This design comes from an exercise in tuning for small area, a short achievable clock period and few clock cycles on the open sky130 flow, not from production work. In this exercise RTL edits were held to simulation tests only and were not proved equivalent to the original. No activity file was given, so power comes from the tool's default toggle rates.

File: design/flow/config.mk
export PLATFORM = sky130hd
export DESIGN_NAME = sprite_renderer
export DESIGN_NICKNAME = sprite_renderer
export VERILOG_FILES = /design/flow/design.v
export SDC_FILE = /design/flow/constraint.sdc
export NUM_CORES = 4
export LEC_CHECK = 0
export CAP_MARGIN = 20
export CORE_MARGIN = 2
export CORE_UTILIZATION = 40
export PLACE_DENSITY = 0.6
export SLEW_MARGIN = 20
File: design/flow/constraint.sdc
create_clock -name core_clock -period 8.0 [get_ports {clk}]
set_input_delay 1.6000 -clock core_clock [delete_from_list [all_inputs] [get_ports {clk}]]
set_output_delay 1.6000 -clock core_clock [all_outputs]
set_load 0.01 [all_outputs]
File: design/flow/design.v
module sprite_renderer (
    input  wire        clk,
    input  wire        rst,
    input  wire [15:0] cfg_tile_mult,
    input  wire [16:0] cfg_tile_len,     
    input  wire [1:0]  cfg_pal_cnt,      
    input  wire [15:0] cfg_nent0,        
    input  wire [15:0] cfg_nent1,        
    input  wire        cfg_debug,
    input  wire        pal_we,
    input  wire        pal_slot,
    input  wire [3:0]  pal_idx,
    input  wire [15:0] pal_wdata,
    input  wire        start,
    input  wire [15:0] attr0,
    input  wire [15:0] attr1,
    input  wire [15:0] attr2,
    output wire        ready,
    output reg         tile_req,
    output reg  [13:0] tile_addr,
    input  wire        tile_gnt,
    input  wire [31:0] tile_rdata,
    output reg         pix_valid,
    output reg  [5:0]  pix_x,
    output reg  [5:0]  pix_y,
    output reg  [31:0] pix_rgba,
    output reg         done,
    output reg  [6:0]  spr_w,
    output reg  [6:0]  spr_h,
    output reg         ev_tile_oor,
    output reg         ev_pidx_oor,
    output reg         ev_pnum_oor
);
    localparam S_IDLE = 3'd0;
    localparam S_CELL = 3'd1;
    localparam S_REQ  = 3'd2;
    localparam S_DATA = 3'd3;
    localparam S_PIX  = 3'd4;
    localparam S_DONE = 3'd5;
    function [7:0] c8;
        input [4:0] c;
        begin
            case (c)
                5'd0:  c8 = 8'd0;    5'd1:  c8 = 8'd8;
                5'd2:  c8 = 8'd16;   5'd3:  c8 = 8'd24;
                5'd4:  c8 = 8'd32;   5'd5:  c8 = 8'd41;
                5'd6:  c8 = 8'd49;   5'd7:  c8 = 8'd57;
                5'd8:  c8 = 8'd65;   5'd9:  c8 = 8'd74;
                5'd10: c8 = 8'd82;   5'd11: c8 = 8'd90;
                5'd12: c8 = 8'd98;   5'd13: c8 = 8'd106;
                5'd14: c8 = 8'd115;  5'd15: c8 = 8'd123;
                5'd16: c8 = 8'd131;  5'd17: c8 = 8'd139;
                5'd18: c8 = 8'd148;  5'd19: c8 = 8'd156;
                5'd20: c8 = 8'd164;  5'd21: c8 = 8'd172;
                5'd22: c8 = 8'd180;  5'd23: c8 = 8'd189;
                5'd24: c8 = 8'd197;  5'd25: c8 = 8'd205;
                5'd26: c8 = 8'd213;  5'd27: c8 = 8'd222;
                5'd28: c8 = 8'd230;  5'd29: c8 = 8'd238;
                5'd30: c8 = 8'd246;  default: c8 = 8'd255;
            endcase
        end
    endfunction
    function [3:0] cells_w;
        input [1:0] shape;
        input [1:0] size;
        begin
            case ({shape, size})
                4'b00_00: cells_w = 4'd1;  4'b00_01: cells_w = 4'd2;
                4'b00_10: cells_w = 4'd4;  4'b00_11: cells_w = 4'd8;
                4'b01_00: cells_w = 4'd2;  4'b01_01: cells_w = 4'd4;
                4'b01_10: cells_w = 4'd4;  4'b01_11: cells_w = 4'd8;
                4'b10_00: cells_w = 4'd1;  4'b10_01: cells_w = 4'd1;
                4'b10_10: cells_w = 4'd2;  4'b10_11: cells_w = 4'd4;
                default:  cells_w = 4'd1;
            endcase
        end
    endfunction
    function [3:0] cells_h;
        input [1:0] shape;
        input [1:0] size;
        begin
            case ({shape, size})
                4'b00_00: cells_h = 4'd1;  4'b00_01: cells_h = 4'd2;
                4'b00_10: cells_h = 4'd4;  4'b00_11: cells_h = 4'd8;
                4'b01_00: cells_h = 4'd1;  4'b01_01: cells_h = 4'd1;
                4'b01_10: cells_h = 4'd2;  4'b01_11: cells_h = 4'd4;
                4'b10_00: cells_h = 4'd2;  4'b10_01: cells_h = 4'd4;
                4'b10_10: cells_h = 4'd4;  4'b10_11: cells_h = 4'd8;
                default:  cells_h = 4'd1;
            endcase
        end
    endfunction
    reg [15:0] pal0 [0:15];
    reg [15:0] pal1 [0:15];
    always @(posedge clk) begin
        if (pal_we) begin
            if (pal_slot)
                pal1[pal_idx] <= pal_wdata;
            else
                pal0[pal_idx] <= pal_wdata;
        end
    end
    reg [2:0]  state;
    reg [3:0]  tw, th;           
    reg [2:0]  tx, ty;           
    reg [5:0]  n;                
    reg [25:0] base;             
    reg        hf, vf;
    reg        slot;
    reg [2:0]  row;              
    reg [2:0]  px;               
    reg [31:0] rowbuf;
    wire [1:0] a_shape = attr0[15:14];
    wire       a_rot   = attr0[8];
    wire [1:0] a_size  = attr1[15:14];
    wire [3:0] a_pnum  = attr2[15:12];
    wire [9:0] a_tidx  = attr2[9:0];
    wire       a_pnum_ok = ({2'b00, a_pnum} < {4'b0000, cfg_pal_cnt});
    wire [25:0] src       = base + {20'd0, n};
    wire [11:0] tile_cnt  = cfg_tile_len[16:5];
    wire        cell_fits = (src < {14'd0, tile_cnt});
    wire [3:0]  pv      = rowbuf[{px, 2'b00} +: 4];
    wire [15:0] nent    = slot ? cfg_nent1 : cfg_nent0;
    wire [15:0] pentry  = slot ? pal1[pv] : pal0[pv];
    wire        p_draw  = (pv != 4'd0) || cfg_debug;
    wire        p_valid = ({12'd0, pv} < nent);
    wire [5:0]  dx      = {tx, px};
    wire [5:0]  dy      = {ty, row};
    wire [6:0]  w_pix   = {tw, 3'b000};
    wire [6:0]  h_pix   = {th, 3'b000};
    wire [6:0]  fx      = w_pix - 7'd1 - {1'b0, dx};
    wire [6:0]  fy      = h_pix - 7'd1 - {1'b0, dy};
    wire last_col  = ({1'b0, tx} == tw - 4'd1);
    wire last_cell = last_col && ({1'b0, ty} == th - 4'd1);
    assign ready = (state == S_IDLE);
    always @(posedge clk) begin
        if (rst) begin
            state       <= S_IDLE;
            tile_req    <= 1'b0;
            tile_addr   <= 14'd0;
            pix_valid   <= 1'b0;
            pix_x       <= 6'd0;
            pix_y       <= 6'd0;
            pix_rgba    <= 32'd0;
            done        <= 1'b0;
            spr_w       <= 7'd0;
            spr_h       <= 7'd0;
            ev_tile_oor <= 1'b0;
            ev_pidx_oor <= 1'b0;
            ev_pnum_oor <= 1'b0;
            tw <= 4'd0; th <= 4'd0; tx <= 3'd0; ty <= 3'd0; n <= 6'd0;
            base <= 26'd0; hf <= 1'b0; vf <= 1'b0; slot <= 1'b0;
            row <= 3'd0; px <= 3'd0; rowbuf <= 32'd0;
        end else begin
            pix_valid <= 1'b0;
            done      <= 1'b0;
            case (state)
                S_IDLE: begin
                    if (start) begin
                        tw          <= cells_w(a_shape, a_size);
                        th          <= cells_h(a_shape, a_size);
                        spr_w       <= {cells_w(a_shape, a_size), 3'b000};
                        spr_h       <= {cells_h(a_shape, a_size), 3'b000};
                        hf          <= ~a_rot & attr1[12];
                        vf          <= ~a_rot & attr1[13];
                        base        <= a_tidx * cfg_tile_mult;
                        slot        <= a_pnum_ok ? a_pnum[0] : 1'b0;
                        ev_pnum_oor <= ~a_pnum_ok;
                        ev_tile_oor <= 1'b0;
                        ev_pidx_oor <= 1'b0;
                        tx          <= 3'd0;
                        ty          <= 3'd0;
                        n           <= 6'd0;
                        state       <= S_CELL;
                    end
                end
                S_CELL: begin
                    if (cell_fits) begin
                        row       <= 3'd0;
                        tile_req  <= 1'b1;
                        tile_addr <= {src[10:0], 3'd0};
                        state     <= S_REQ;
                    end else begin
                        ev_tile_oor <= 1'b1;
                        if (last_cell) begin
                            state <= S_DONE;
                        end else begin
                            n <= n + 6'd1;
                            if (last_col) begin
                                tx <= 3'd0;
                                ty <= ty + 3'd1;
                            end else begin
                                tx <= tx + 3'd1;
                            end
                        end
                    end
                end
                S_REQ: begin
                    if (tile_gnt) begin
                        tile_req <= 1'b0;
                        state    <= S_DATA;
                    end
                end
                S_DATA: begin
                    rowbuf <= tile_rdata;
                    px     <= 3'd0;
                    state  <= S_PIX;
                end
                S_PIX: begin
                    if (p_draw) begin
                        if (p_valid) begin
                            pix_valid <= 1'b1;
                            pix_x     <= hf ? fx[5:0] : dx;
                            pix_y     <= vf ? fy[5:0] : dy;
                            pix_rgba  <= {8'hFF, c8(pentry[14:10]),
                                          c8(pentry[9:5]), c8(pentry[4:0])};
                        end else begin
                            ev_pidx_oor <= 1'b1;
                        end
                    end
                    px <= px + 3'd1;
                    if (px == 3'd7) begin
                        if (row == 3'd7) begin
                            if (last_cell) begin
                                state <= S_DONE;
                            end else begin
                                n     <= n + 6'd1;
                                state <= S_CELL;
                                if (last_col) begin
                                    tx <= 3'd0;
                                    ty <= ty + 3'd1;
                                end else begin
                                    tx <= tx + 3'd1;
                                end
                            end
                        end else begin
                            row       <= row + 3'd1;
                            tile_req  <= 1'b1;
                            tile_addr <= tile_addr + 14'd1;
                            state     <= S_REQ;
                        end
                    end
                end
                S_DONE: begin
                    done  <= 1'b1;
                    state <= S_IDLE;
                end
                default: state <= S_IDLE;
            endcase
        end
    end
endmodule
File: design/flow/run.sh
#!/bin/bash
# synth_recipe.tcl (not shown) runs the flow's synth.tcl, then flattens the netlist and writes it again
# the make line also repeats each setting of config.mk as NAME=value (left out here)
make -C /OpenROAD-flow-scripts/flow DESIGN_CONFIG=/design/flow/config.mk WORK_HOME=/design/flow/orfs CLKGATE_MAP_FILE= SYNTH_SCRIPT=/design/flow/synth_recipe.tcl finish
==> results.tsv <==
stage	metric	value	unit
yosys	Commonest cells post-synth	480 x edfxtp_1, 407 x nand2_1, 244 x mux2i_1	
yosys	Yosys cell types	81	
critical_path	Reg2Reg Capture Point	tile_addr[13]	
yosys	prevailing post-synth register cell	edfxtp_1	
worst_hold_path	Hold Crit Start	rowbuf[10]	
timing	Final Max Tran Viols	0	
clocking	CTS root buf	clkbuf_16	
timing	setup_tns	0	ns
timing	Max Freq	0.1413	GHz
yosys	#FFs+latches synth	627	
yosys	post-synth top area share	0.4467	
critical_path	WP data required	8.49	ns
global_routing	largest net degree at the start of global routing	85	
clocking	post-cts sizing count	0	
global_routing	global-route wire length before repair	127200	um
clocking	clk latency of the worst-skew pair	0.61	ns
yosys	Yosys Warn Count	1	
critical_path	Critical Path Most Common Cell	fa_1	
place	dpl cell area	35460	sq um
layout	Multi-input gate area	13540	sq um
outcome	status	no timing/DRC/antenna violations	
floorplanning	Initial Utilization	0.4025	
global_routing	initial antenna violation count	7	
worst_hold_path	Hold Crit Depth	2	
floorplanning	die width	288.0	um
floorplanning	die area	82950	sq um
place	HPWL Detailed	58650	um
layout	Filler cells	7247	
pwr	Lkg Pwr	14.07	nW
critical_path	crit-path max FO	16	
clocking	Clock Path Buffers	3	
critical_path	Crit Path Class	in -> reg	
clocking	# hold bufs at CTS	0	
routing	DR WL/cell	20.79	um
timing	final hold violation count	0	
critical_path	CP max-delay cell	clkdlybuf4s50_1	
timing	final setup fails	0	
worst_hold_path	HP Class	reg -> reg	
layout	Post-Layout Inst Area	37550	sq um
layout	Final nets	3335	
yosys	number of synthesized flops with an enable pin	480	
routing	Post-Route WL	84490	um
yosys	register area share after synthesis	0.5379	
pwr	Final Power	0.009908	W
clocking	postcts setup bufs	0	
critical_path	worst-path cell chain	clkdlybuf4s50_1 > and2_1 > fa_1 > fa_1 > fa_1 > fa_1 > inv_1 > fa_1 > inv_1 > ha_1 > a21o_1 > a21oi_1 > nand2_1 > a211oi_1 > o31a_1 > a2bb2oi_1 > a21oi_1 > a21oi_1 > xor2_1 > o21ai_0	
timing	final setup skew	0.02238	ns
timing	Tcrit/Tclk final	0.8845	
global_routing	Total GRT Usage	0.2013	
layout	Area Growth Syn to Fin	16.38	%
routing	DR vias	21930	
yosys	top-count cell post-synth	edfxtp_1	
run	Max Cap Viol	0	
pwr	power per cell area	263.9	nW/um^2
clocking	clk sinks	627	
yosys	largest cells by area after synthesis	edfxtp_1 45%, dfxtp_1 9.1%, mux2i_1 7.6%	
clocking	CTS tree	built	
routing	Iter 0 DRT Violations	1665	
yosys	Post-synth ARST share	0	
routing	Final ANT Viol Nets	0	
place	Placer Congestion	0.8572	
critical_path	CP peak stage delay	0.76	ns
place	Port Buffer Count	213	
critical_path	reg2reg start	n[1]	
yosys	average cell area after synthesis	11.72	sq um
critical_path	R2R depth	17	
yosys	Yosys top cell by area	edfxtp_1	
timing	unrepaired setup endpoints after global routing	false	
routing	vias per cell	5.395	
timing	final worst path period need	7.076	ns
routing	Pre-Repair DR Iteration Count	5	
routing	Post-route DRC	0	
pwr	peak supply drop	0.0002105	V
clocking	H-tree depth	3	
layout	FF+latch area	17360	sq um
layout	layout cells sized above 1	0.07102	
floorplanning	die span in y	288.0	um
yosys	Synth Instances	2754	
clocking	CTS clk-pin slew, worst paths	0.06	ns
critical_path	Worst Setup End Kind	flop	
critical_path	flop-to-flop setup slack	2.28	ns
worst_hold_path	Hold Crit Endpoint	rowbuf[10]	
yosys	mapped cell area	32260	sq um
floorplanning	num rows	104	
timing	Slew HR	0.2824	
global_routing	GRT Residual Overflow	0	
critical_path	crit path launch type	primary input	
timing	worst slew pin tran	1.074	ns
floorplanning	# IOs	253	
global_routing	vias in the first global route	21600	
critical_path	CP arrival	7.57	ns
floorplanning	CORE AREA	80160	sq um
clocking	total clock buffers created by CTS	67	
-- where the power goes --
group          switching [W]  internal [W]
Clock                0.00126       0.00175
Sequential          0.000152       0.00364
Combinational        0.00177       0.00134
-- kinds of logic (layout without fill, tap and decap cells) --
logic type,count (synthesis),in the layout,synth area share
flops,627,627,0.5379
mux,261,261,0.08721
simple gates,907,907,0.1307
other cells,1,11,0.0001162
buf+inv,319,559,0.04502
fa+ha+maj,211,211,0.1081
xor+xnor,56,56,0.01520
compound gates,372,372,0.07566
-- metal layers --
metal,wire (um),track usage
met1,36900,0.2752
met2,39390,0.3269
met3,5740,0.03336
met4,2436,0.06490
met5,13,0
-- per-stage QoR --
| step | hold slack (ns) | setup slack [ns] | instances | util |
|---|---|---|---|---|
| after global placement | 0.4437 | 0.4630 | 3941 | 0.4425 |
| after CTS | 0.4556 | 0.9934 | 4059 | 0.4689 |
| after detailed placement | 0.4471 | 0.3617 | 3941 | 0.4424 |
| after global routing | 0.4730 | 0.6572 | 4064 | 0.4685 |
| final | 0.4544 | 0.9243 | 4064 | 0.4685 |
| after floorplan | 0.4331 | 1.043 | 2759 | - |
-- critical path, delay by kind of cell --
family | cells | cell delay (ns)
XOR/XNOR | 1 | 0.16
AO/OA/AOI/OAI | 8 | 1.70
adder cells (fa/ha/maj) | 6 | 2.78
AND/OR/NAND/NOR | 2 | 0.45
buffers and inverters | 3 | 0.86
-- registers in the layout, summed over array words and instances, names as in the netlist, 3 cells and up --
name	flops
base	26
n	6
pal0	240
pal1	240
pix_rgba	25
pix_x	6
pix_y	6
px	3
row	3
rowbuf	32
spr_h	4
spr_w	4
state	3
tile_addr	14
tx	3
ty	3
-- how the worst max path moves through the flow --
stage / slack [ns] / from / end / depth (start not counted)
4_1_cts: 0.99 / attr2[7] / base[24] / 20
2_1_floorplan: 1.04 / cfg_tile_mult[7] / base[25] / 22
3_5_place_dp: 0.36 / attr2[7] / base[24] / 20
5_1_grt: 0.66 / attr2[7] / base[24] / 20
6_report: 0.92 / attr2[7] / base[24] / 20
3_3_place_gp: 0.46 / attr2[1] / base[25] / 21
-- layout by cell type (no fill, tap or decap), drive strengths merged, types with 14 or more instances in the layout --
master / count
a211oi: 32
a21o: 23
a21oi: 129
a22oi: 46
a31oi: 14
and2: 99
and3: 31
buf: 82
clkbuf: 90
clkdlybuf4s50: 200
clkinv: 22
dfxtp: 147
edfxtp: 480
fa: 113
ha: 98
inv: 162
mux2i: 245
mux4: 15
nand2: 408
nand2b: 14
nand3: 77
nand4: 17
nor2: 173
nor3: 30
o211ai: 16
o21ai: 41
xnor2: 36
xor2: 20
-- final cells by class --
| cell class | instances | share of cell area |
|---|---|---|
| tap | 1060 | 0.03532 |
| clock inverter | 28 | 0.006764 |
| antenna | 5 | 0.0003332 |
| timing repair buffer | 282 | 0.06924 |
| inverter | 159 | 0.01589 |
| sequential | 627 | 0.4622 |
| clock buffer | 90 | 0.04978 |
| multi-input combinational | 1813 | 0.3605 |
Testbench counts, summed over its fixed seeds: cycles 221,180.

-- separate check: timing with driven ports --
In the flow no input, the clock included, has a driving cell. The finished layout below was timed again as built, in two steps.
Step 1 (the two cells are an assumption about what drives the block):
set clk [get_ports {clk}]
set_driving_cell -lib_cell sky130_fd_sc_hd__clkbuf_16 $clk
set_driving_cell -lib_cell sky130_fd_sc_hd__buf_2 [delete_from_list [all_inputs] $clk]
Step 2 times the ports against the registers' clock, not the clock port: input delays grow and output delays shrink by t, the midpoint of the rising clock arrivals with the driver on.
Slacks: no drivers / after step 1 / after step 2; pairs: no drivers / after step 1.
shift t [ns]: 0.659
slack for setup (ns): 0.924 / 0.962 / 0.303
clock arrival spread, ns: 0.025 / 0.025
After both steps setup and hold are still met in this run. For this run, drivers alone change the setup slack by +0.038 ns; drivers and shift together by -0.621 ns.
